Context: an optimization exercise on an open-source flow, tuned for small area, a short achievable clock period and few clock cycles per item. The choices shown serve that exercise and are no tape-out recipe. Only simulation tests tie the RTL to the original design; equivalence was not proved.

==> inputs of branch zinc <==
==> flow/design.v (excerpt) <==
module sm4_core (
    input  wire         clk,
    input  wire         rst,         
    input  wire         cmd_valid,   
    input  wire         cmd_key,     
    input  wire         cmd_dec,     
    input  wire [127:0] key_in,      
    input  wire [127:0] data_in,     
    output wire         ready,
    output wire         done,        
    output wire [127:0] data_out     
);
clock: 9.0 ns
lec_check: 0
cap_margin: 20
core_margin: 2
core_utilization: 40
place_density: 0.6
setup_slack_margin: 4.0
slew_margin: 20
standard.sh (not shown) runs the stock make flow with config.mk's settings and CLKGATE_MAP_FILE= SYNTH_SCRIPT=/design/flow/synth_recipe.tcl, a recipe that flattens the netlist after the stock synthesis.
==> flow/flow/run.sh <==
#!/bin/bash
# The standard layout, with the input and output ports buffered by the
# smallest buffer (sky130_fd_sc_hd__buf_1) instead of the one buffer_ports
# picks by default.
set -euo pipefail
export BUFFER_PORTS_ARGS="-buffer_cell sky130_fd_sc_hd__buf_1"
bash standard.sh > standard_flow.log 2>&1
==> branch quartz (differences from branch zinc) <==
==> flow/run.sh (new file) <==
#!/bin/bash
# synth_recipe.tcl (not shown) runs the flow's synth.tcl, then flattens the netlist and writes it again
# the make line also repeats each setting of config.mk as NAME=value (left out here)
make -C /OpenROAD-flow-scripts/flow DESIGN_CONFIG=/design/flow/config.mk WORK_HOME=/design/flow/orfs CLKGATE_MAP_FILE= SYNTH_SCRIPT=/design/flow/synth_recipe.tcl finish
removed: flow/flow/run.sh
removed: flow/standard.sh
==> results.txt <==
                                                                              branch zinc     branch quartz
Run status                                                       timing/DRC/antenna clean  timing/DRC/antenna clean
Worst hold path endpoint                                                 s2[21]$_DFFE_PP_  s2[24]$_DFFE_PP_
Number of global-route vias before repair                                           53560             53620
Weighted congestion reported at the end of routability-driven placement             1.033             1.032
Detail Route met3 WL                                                             33780 um          36540 um
Capturing point of the worst reg2reg path                                r3[17]$_DFFE_PP_     x3[6]$_DFF_P_
Cell Count, Final, Fillers Out                                                       8276              8277
Critical path startpoint                                                 r3[26]$_DFFE_PP_     x1[2]$_DFF_P_
Count of multi-input gates                                                           5405              5404
Post-detailed-route via-to-cell ratio                                               7.206             7.265
Final-layout worst hold slack                                                   0.4906 ns         0.4985 ns
Syn-to-layout area delta                                                           14.06%            19.13%
R2r worst-path depth                                                                   15                14
Max frequency                                                                  0.2001 GHz        0.1986 GHz
Testbench counts of branch zinc, summed over its fixed seeds: cycles 11,185, items 305.
Testbench counts of branch quartz, summed over its fixed seeds: cycles 11,185, items 305.


==> inputs of 06-08 <==
sm4_core, a different RTL version from the one above (not shown whole).
==> flow/config.mk <==
export PLATFORM = sky130hd
export DESIGN_NAME = sm4_core
export DESIGN_NICKNAME = sm4_core
export VERILOG_FILES = /design/flow/design.v
export SDC_FILE = /design/flow/constraint.sdc
export NUM_CORES = 4
export LEC_CHECK = 0
export CAP_MARGIN = 20
export CORE_MARGIN = 2
export CORE_UTILIZATION = 55
export PLACE_DENSITY = 0.7
export SETUP_SLACK_MARGIN = 4.0
export SLEW_MARGIN = 20
==> flow/constraint.sdc <==
create_clock -name core_clock -period 9.0 [get_ports {clk}]
set_input_delay 1.8000 -clock core_clock [delete_from_list [all_inputs] [get_ports {clk}]]
set_output_delay 1.8000 -clock core_clock [all_outputs]
set_load 0.01 [all_outputs]
==> flow/flow/run.sh <==
#!/bin/bash
# The standard layout, with the input and output ports buffered by the
# smallest buffer (sky130_fd_sc_hd__buf_1) instead of the one buffer_ports
# picks by default.
set -euo pipefail
export BUFFER_PORTS_ARGS="-buffer_cell sky130_fd_sc_hd__buf_1"
bash standard.sh > standard_flow.log 2>&1
==> 11-05 (differences from 06-08) <==
CORE_UTILIZATION = 40   (was 55)
PLACE_DENSITY = 0.6   (was 0.7)
==> results_dict.tcl <==
set metrics [dict create \
    crit_arrival_ns 5.44 \
    inverters_excl_clock 81 \
    finClkSkew_ns 0.0306 \
    cts_resized 195 \
    grtUsageMet3 0.173 \
    r2r-start "r3[8]" \
    fin_cells 7423 \
    reg2reg_depth 15 \
    num-clock-buffers 57 \
    outcome "timing/DRC/antenna clean" \
    wl_met2_mm 93.7 \
    via_per_inst 7.75 \
]
That was 06-08.
==> results_dict.tcl <==
set metrics [dict create \
    reg2reg_depth 16 \
    num-clock-buffers 74 \
    cts_resized 213 \
    grt_pass1_vias 51758 \
    inverters_excl_clock 84 \
    fin_cells 7917 \
    outcome "timing/DRC/antenna clean" \
    finClkSkew_ns 0.0945 \
    worstSetupStartpoint "ck[2]" \
    synth_area_sq_um 48600 \
    grtUsageMet3 0.116 \
]
That was 11-05.
Testbench counts of 06-08, summed over its fixed seeds: cycles 11,185, items 305.
Testbench counts of 11-05, summed over its fixed seeds: cycles 11,185, items 305.

## port drivers added, routing unchanged
Ports are ideal in the flow. The routed layouts listed here were re-timed in OpenROAD. Step 1 sets driving cells, clkbuf_16 on the clock port and buf_2 on the other inputs (assumed; they add their load-dependent delay and slew). Step 2, shift: input delay + t, output delay - t, t = (earliest + latest rising clock arrival at the registers) / 2. This alone moves slack from input paths to output paths. Slacks: ideal ports / drivers / drivers and shift; pairs: ideal ports / drivers.
| run | t, ns | setup slack, ns | hold slack, ns | worst setup path at the end | latest minus earliest clock arrival (ns) |
|---|---|---|---|---|---|
| branch zinc | 0.730 | 4.002 / 4.002 / 3.732 | 0.491 / 0.491 / 0.491 | input to register | 0.042 / 0.042 |
| branch quartz | 0.748 | 3.965 / 3.965 / 3.452 | 0.498 / 0.498 / 0.498 | input to register | 0.060 / 0.061 |
| 06-08 | 0.711 | 3.964 / 3.964 / 3.964 | 0.496 / 0.496 / 0.496 | register to register | 0.031 / 0.030 |
| 11-05 | 0.751 | 3.981 / 3.981 / 3.981 | 0.454 / 0.454 / 0.454 | register to register | 0.095 / 0.094 |
After both steps every run listed still meets setup and hold. For branch quartz, which loses most, drivers alone change the setup slack by 0.000 ns; drivers and shift together by -0.513 ns.
